What follows belongs to an exercise in optimizing a design on an open flow for small area and few clock cycles; a production flow would make more cautious choices.
At most, simulation tests tie the RTL to the original design; equivalence was not proved.

==> v38 <==
// mode_engine
module mode_engine (
    input  wire         clk,
    input  wire         rst,           
    input  wire         cmd_valid,
    output wire         cmd_ready,
    input  wire [31:0]  cmd_word,
    input  wire [31:0]  len,
    input  wire [31:0]  aad_len,
    input  wire [127:0] iv,
    input  wire [127:0] tag_in,
    input  wire [7:0]   ksd,
    input  wire [7:0]   kst,
    input  wire [7:0]   ght,
    output wire         done,
    output wire [3:0]   result,
    output wire [127:0] tag_out,
    output wire         in_ready,
    input  wire         in_valid,
    input  wire [127:0] in_data,
    output wire         out_valid,
    output wire [127:0] out_data,
    output wire         bc_req,
    output wire         bc_dec,
    output wire [7:0]   bc_key,
    output wire [127:0] bc_in,
    input  wire         bc_ack,
    input  wire [127:0] bc_out,
    output wire         gh_req,
    output wire [7:0]   gh_key,
    output wire [127:0] gh_acc,
    output wire [127:0] gh_data,
    input  wire         gh_ack,
    input  wire [127:0] gh_out
);
    localparam [3:0] R_OK       = 4'h1;
    localparam [3:0] R_TAGGED   = 4'h2;
    localparam [3:0] R_VERIFIED = 4'h3;
    localparam [3:0] R_ERR_LEN  = 4'h8;
    localparam [3:0] R_ERR_AUTH = 4'h9;
    localparam [3:0] R_ERR_ILL  = 4'hA;
    localparam [2:0] S_IDLE  = 3'd0;
    localparam [2:0] S_DONE  = 3'd1;
    localparam [2:0] S_ERR   = 3'd2;    
    localparam [2:0] S_TWK   = 3'd3;    
    localparam [2:0] S_FETCH = 3'd4;    
    localparam [2:0] S_RUN   = 3'd5;    
    localparam [2:0] S_GCM   = 3'd6;
  ...
==> flow/config.mk <==
export PLATFORM = sky130hd
export DESIGN_NAME = mode_engine
export DESIGN_NICKNAME = mode_engine
export VERILOG_FILES = /design/flow/design.v
export SDC_FILE = /design/flow/constraint.sdc
export NUM_CORES = 4
export LEC_CHECK = 0
export CAP_MARGIN = 20
export CORE_AREA = 10 10 510 510
export DIE_AREA = 0 0 520 520
export SLEW_MARGIN = 40
==> flow/constraint.sdc <==
create_clock -name core_clock -period 10.0 [get_ports {clk}]
set_input_delay 2.0000 -clock core_clock [delete_from_list [all_inputs] [get_ports {clk}]]
set_output_delay 2.0000 -clock core_clock [all_outputs]
set_load 0.01 [all_outputs]
standard.sh (not shown) runs the stock make flow with config.mk's settings and CLKGATE_MAP_FILE= SYNTH_SCRIPT=/design/flow/synth_recipe.tcl, a recipe that flattens the netlist after the stock synthesis.
==> flow/flow/run.sh <==
#!/bin/bash
# Standard layout, with the port buffers made from the smallest buffer cell
# (buf_1) instead of the delay buffer buffer_ports picks by default.
set -euo pipefail
export BUFFER_PORTS_ARGS="-buffer_cell sky130_fd_sc_hd__buf_1"
bash standard.sh finish > standard.log 2>&1
==> v29 (differences from v38) <==
--- a/flow/design.v
+++ b/flow/design.v
@@ -69,22 +69,23 @@
     wire       len_nz = (len != 32'h0);
     wire       aad_nz = (aad_len != 32'h0);
     wire       lenbad = !len_nz || (len[3:0] != 4'h0);
     wire       idle   = (state == S_IDLE) || (state == S_DONE);
     wire       gcm    = (state == S_GCM);
     wire       bca    = bc_ack && bcr;
     wire       gha    = gh_ack && ghr;
-    reg         last;
-    wire [3:0]  L4    = (gcm && ph == P_AAD) ? aad_len[3:0] : len[3:0];
-    wire        part  = last && (L4 != 4'h0);
+    wire [31:0] L     = (gcm && ph == P_AAD) ? aad_len : len;
+    wire [28:0] T     = {1'b0, L[31:4]} + ((L[3:0] != 4'h0) ? 29'd2 : 29'd1);
+    wire        last  = (ctr == T);
+    wire        part  = last && (L[3:0] != 4'h0);
     reg  [127:0] M;
     integer i;
     always @* begin
         for (i = 0; i < 16; i = i + 1)
-            M[127 - 8*i -: 8] = (!part || (i < L4)) ? 8'hff : 8'h00;
+            M[127 - 8*i -: 8] = (!part || (i < L[3:0])) ? 8'hff : 8'h00;
     end
     function [127:0] dbl;
         input [127:0] t;
         reg   [127:0] v;
         integer k;
         begin
             for (k = 0; k < 16; k = k + 1)
@@ -95,15 +96,16 @@
         end
     endfunction
     wire [127:0] dblY   = dbl(Y);
     wire [127:0] lenblk = {29'h0, aad_len, 3'h0, 29'h0, len, 3'h0};
     wire         gout = gcm && (ph == P_DAT || ph == P_REL) && !ekq;
     wire [127:0] G    = {128{bca}} & (gout ? M : {128{1'b1}});
     wire [127:0] oex  = (bc_out & G) ^ Y;
-    wire         tag_ok = (X == 128'h0);
+    wire [127:0] tagx = gh_out ^ Y;
+    wire         tag_ok = (tagx == tag_in);
     wire gin = gcm && (ph != P_LEN) && !fl && !yp && (!ghr || gha);
     wire rin = bca && ((state == S_RUN && !last) || state == S_TWK);
     assign cmd_ready = idle;
     assign done      = (state == S_DONE);
     assign result    = res;
     assign tag_out   = X;
     assign in_ready  = (state == S_FETCH) || rin || gin;
@@ -116,25 +118,25 @@
                     ({iv[127:64], iv[63:32] & {32{gcm}}, 3'h0, ctr & {29{gcm}}} &
                      {128{state == S_TWK || gcm}});
     assign gh_req  = ghr;
     assign gh_key  = ght;
     assign gh_acc  = X & {128{gcm}};
     assign gh_data = (gcm && ph == P_LEN) ? lenblk : Y;
     reg xen, xa_in, xa_gh, xz_y, xz_bc, xz_dbl;
-    reg yen, ys_in, ys_o, ys_x, ys_dbl, ys_iv, ys_tag;
+    reg yen, ys_in, ys_o, ys_x, ys_dbl, ys_iv;
     reg fin, fin_tag;
     reg [2:0]  n_state;
     reg [1:0]  n_ph;
     reg        n_yp, n_fl, n_ekq, n_ekh, n_bcr, n_ghr;
     reg [28:0] n_ctr;
     reg [3:0]  n_res;
     wire take = in_ready && in_valid;
     always @* begin
         xen = 1'b0; xa_in = 1'b0; xa_gh = 1'b0; xz_y = 1'b0; xz_bc = 1'b0; xz_dbl = 1'b0;
-        yen = 1'b0; ys_in = 1'b0; ys_o = 1'b0; ys_x = 1'b0; ys_dbl = 1'b0; ys_iv = 1'b0; ys_tag = 1'b0;
+        yen = 1'b0; ys_in = 1'b0; ys_o = 1'b0; ys_x = 1'b0; ys_dbl = 1'b0; ys_iv = 1'b0;
         fin = 1'b0; fin_tag = 1'b0;
         n_state = state; n_ph = ph; n_yp = yp; n_fl = fl; n_ekq = ekq; n_ekh = ekh;
         n_bcr = bcr; n_ghr = ghr; n_ctr = ctr; n_res = res;
         case (state)
         S_IDLE, S_DONE: begin
             if (cmd_valid) begin
                 n_ctr = 29'd2;
@@ -156,15 +158,14 @@
                         n_bcr = !dir;
                     end else begin
                         n_ph  = P_LEN;
                         n_ctr = 29'd1;
                         n_bcr = 1'b1;
                         n_ekq = 1'b1;
                         n_ghr = 1'b1;
-                        yen = dir; ys_tag = 1'b1;
                     end
                 end
             end
         end
         S_ERR: begin
             n_res   = legal ? R_ERR_LEN : R_ERR_ILL;
             n_ctr   = 29'd0;
@@ -237,53 +238,49 @@
                     if (last) n_fl = 1'b1;
                 end
             end
             if (gha) begin
                 if (ph == P_LEN) begin
                     if (ekh) begin
                         n_ghr = 1'b0;
-                        xen = 1'b1; xa_gh = 1'b1; xz_y = 1'b1;    
                         if (!dir) begin
+                            xen = 1'b1; xa_gh = 1'b1; xz_y = 1'b1;    
                             n_res = R_TAGGED;
                             fin = 1'b1; fin_tag = 1'b1;
+                        end else if (!tag_ok) begin
+                            n_res = R_ERR_AUTH;
+                            fin = 1'b1;
+                        end else if (!len_nz) begin
+                            n_res = R_VERIFIED;
+                            fin = 1'b1;
+                        end else begin
+                            xen = 1'b1;                                  
+                            yen = 1'b1;
+                            n_ph  = P_REL;
+                            n_ctr = 29'd2;
+                            n_bcr = 1'b1;
+                            n_ekh = 1'b0;
+                            n_fl  = 1'b0;
                         end
                     end
                 end else begin
                     xen = 1'b1; xa_gh = 1'b1;
                     if (!(take && (ph == P_AAD || dir))) n_ghr = 1'b0;
                     if (fl && !yp) begin
                         n_fl = 1'b0;
                         if (ph == P_AAD && len_nz) begin
                             n_ph = P_DAT;
                         end else begin
                             n_ph  = P_LEN;
                             n_ghr = 1'b1;
                             yen   = 1'b1;                    
-                            ys_tag = dir;
                         end
                     end
                 end
             end
-            if (ph == P_LEN && ekh && !ghr) begin
-                if (!tag_ok) begin
-                    n_res = R_ERR_AUTH;
-                    fin = 1'b1;
-                end else if (!len_nz) begin
-                    n_res = R_VERIFIED;
-                    fin = 1'b1;
-                end else begin
-                    xen = 1'b1;                                  
-                    yen = 1'b1;
-                    n_ph  = P_REL;
-                    n_ctr = 29'd2;
-                    n_bcr = 1'b1;
-                    n_ekh = 1'b0;
-                    n_fl  = 1'b0;
-                end
-            end
             if (bca) begin
                 if (ekq) begin
                     if (ph == P_LEN) begin
                         yen = 1'b1; ys_o = 1'b1;             
                         n_ekh = 1'b1;
                         n_ekq = 1'b0;
                         n_bcr = 1'b0;
@@ -316,43 +313,36 @@
             n_state = S_DONE;
             n_ph = P_AAD; n_yp = 1'b0; n_fl = 1'b0; n_ekq = 1'b0; n_ekh = 1'b0;
             n_bcr = 1'b0; n_ghr = 1'b0; n_ctr = 29'd0;
             if (!fin_tag) begin
                 xen = 1'b1; xa_in = 1'b0; xa_gh = 1'b0;
                 xz_y = 1'b0; xz_bc = 1'b0; xz_dbl = 1'b0;
             end
-            yen = 1'b1; ys_in = 1'b0; ys_o = 1'b0; ys_x = 1'b0; ys_dbl = 1'b0; ys_iv = 1'b0; ys_tag = 1'b0;
+            yen = 1'b1; ys_in = 1'b0; ys_o = 1'b0; ys_x = 1'b0; ys_dbl = 1'b0; ys_iv = 1'b0;
         end
         if (rst) begin
             n_state = S_IDLE;
             n_ph = P_AAD; n_yp = 1'b0; n_fl = 1'b0; n_ekq = 1'b0; n_ekh = 1'b0;
             n_bcr = 1'b0; n_ghr = 1'b0; n_ctr = 29'd0; n_res = 4'h0;
             xen = 1'b1; xa_in = 1'b0; xa_gh = 1'b0; xz_y = 1'b0; xz_bc = 1'b0; xz_dbl = 1'b0;
-            yen = 1'b1; ys_in = 1'b0; ys_o = 1'b0; ys_x = 1'b0; ys_dbl = 1'b0; ys_iv = 1'b0; ys_tag = 1'b0;
+            yen = 1'b1; ys_in = 1'b0; ys_o = 1'b0; ys_x = 1'b0; ys_dbl = 1'b0; ys_iv = 1'b0;
         end
     end
-    wire [31:0] nL = (n_state == S_GCM && n_ph == P_AAD) ? aad_len : len;
-    wire [28:0] nT = {1'b0, nL[31:4]} + ((nL[3:0] != 4'h0) ? 29'd2 : 29'd1);
-    wire [127:0] xa = (in_data & {128{xen & xa_in}}) | (gh_out & {128{xen & xa_gh}}) |
-                      (X & {128{!xen}});
-    wire [127:0] xz = (Y & {128{xen & xz_y}}) | (bc_out & {128{xen & xz_bc}}) |
-                      (dblY & {128{xen & xz_dbl}});
-    wire [127:0] yn = (in_data & M & {128{yen & ys_in}}) | (oex & {128{yen & ys_o}}) |
-                      (X & {128{yen & ys_x}}) | (dblY & {128{yen & ys_dbl}}) |
-                      (iv & {128{yen & ys_iv}}) | (tag_in & {128{yen & ys_tag}}) |
-                      (Y & {128{!yen}});
+    wire [127:0] xa = (in_data & {128{xa_in}}) | (gh_out & {128{xa_gh}});
+    wire [127:0] xz = (Y & {128{xz_y}}) | (bc_out & {128{xz_bc}}) | (dblY & {128{xz_dbl}});
+    wire [127:0] yn = (in_data & M & {128{ys_in}}) | (oex & {128{ys_o}}) |
+                      (X & {128{ys_x}}) | (dblY & {128{ys_dbl}}) | (iv & {128{ys_iv}});
     always @(posedge clk) begin
         state <= n_state;
         ph    <= n_ph;
         yp    <= n_yp;
         fl    <= n_fl;
         ekq   <= n_ekq;
         ekh   <= n_ekh;
         bcr   <= n_bcr;
         ghr   <= n_ghr;
         ctr   <= n_ctr;
-        last  <= (n_ctr == nT);
         res   <= n_res;
-        X     <= xa ^ xz;
-        Y     <= yn;
+        if (xen) X <= xa ^ xz;
+        if (yen) Y <= yn;
     end
 endmodule
==> flow/flow/run.sh (replaced) <==
#!/bin/bash
# Standard layout with two changes:
#  - port buffers made from the smallest buffer cell (buf_1) instead of the
#    delay buffer buffer_ports picks by default;
#  - ABC's mapping script without its final buffer/upsize/downsize passes
#    (OpenROAD repairs timing and slew after placement anyway).
# Everything else, synthesis included, is ORFS's own scripts, unchanged.
set -euo pipefail
rm -rf scripts
cp -r "$FLOW_HOME/scripts" scripts
sed -i '/^buffer -c$/d;/^upsize -c$/d;/^dnsize -c$/d' scripts/abc_speed.script
export BUFFER_PORTS_ARGS="-buffer_cell sky130_fd_sc_hd__buf_1"
bash standard.sh SCRIPTS_DIR="$PWD/scripts" finish > standard.log 2>&1
- SLEW_MARGIN: 40 -> 20
==> run notes <==
v38 completed with no timing, DRC or antenna violations. v29 completed with no timing, DRC or antenna violations. Of v29 and v38, v29 has the higher area after synthesis (gap about 18%, measured against v38). In v38 the synthesized cell count is smaller than in v29, by about 3.5%. Between v38 and v29, the lower critical path depth is in v38 (gap 10). Of v38 and v29, v38 has the higher first-iteration DRC count (gap about 18%, measured against v29). Of v29 and v38, v29 has the higher final area (gap 17%, measured against v38).
Testbench counts of v29, summed over its fixed seeds: cycles 35,862.
No functional check of the RTL was part of v38.

re-timing with driven ports:
How much do the figures lean on ideal ports? The routed layouts below were timed once more, with nothing changed but the port constraints. Step 1, drivers: a clkbuf_16 drives clk and a buf_2 each remaining input, both assumed. Step 2 adds t to the input delays and takes it off the output delays; t is the mean of the earliest and latest rising clock arrival at the registers after step 1. Input paths then give back, and output paths get back, about the clock's delay inside the block. Three values: ideal, step 1, step 2; two values: the first two.
run	t, ns	setup slack, ns	worst setup path after step 2
v38	0.762	1.866 / 1.780 / 1.414	input to register
v29	0.807	0.100 / 0.021 / 0.021	input to output
After both steps setup and hold are still met in every run listed. The setup slack of v38, which loses most, moves by -0.086 ns with the drivers and by -0.452 ns with both steps.
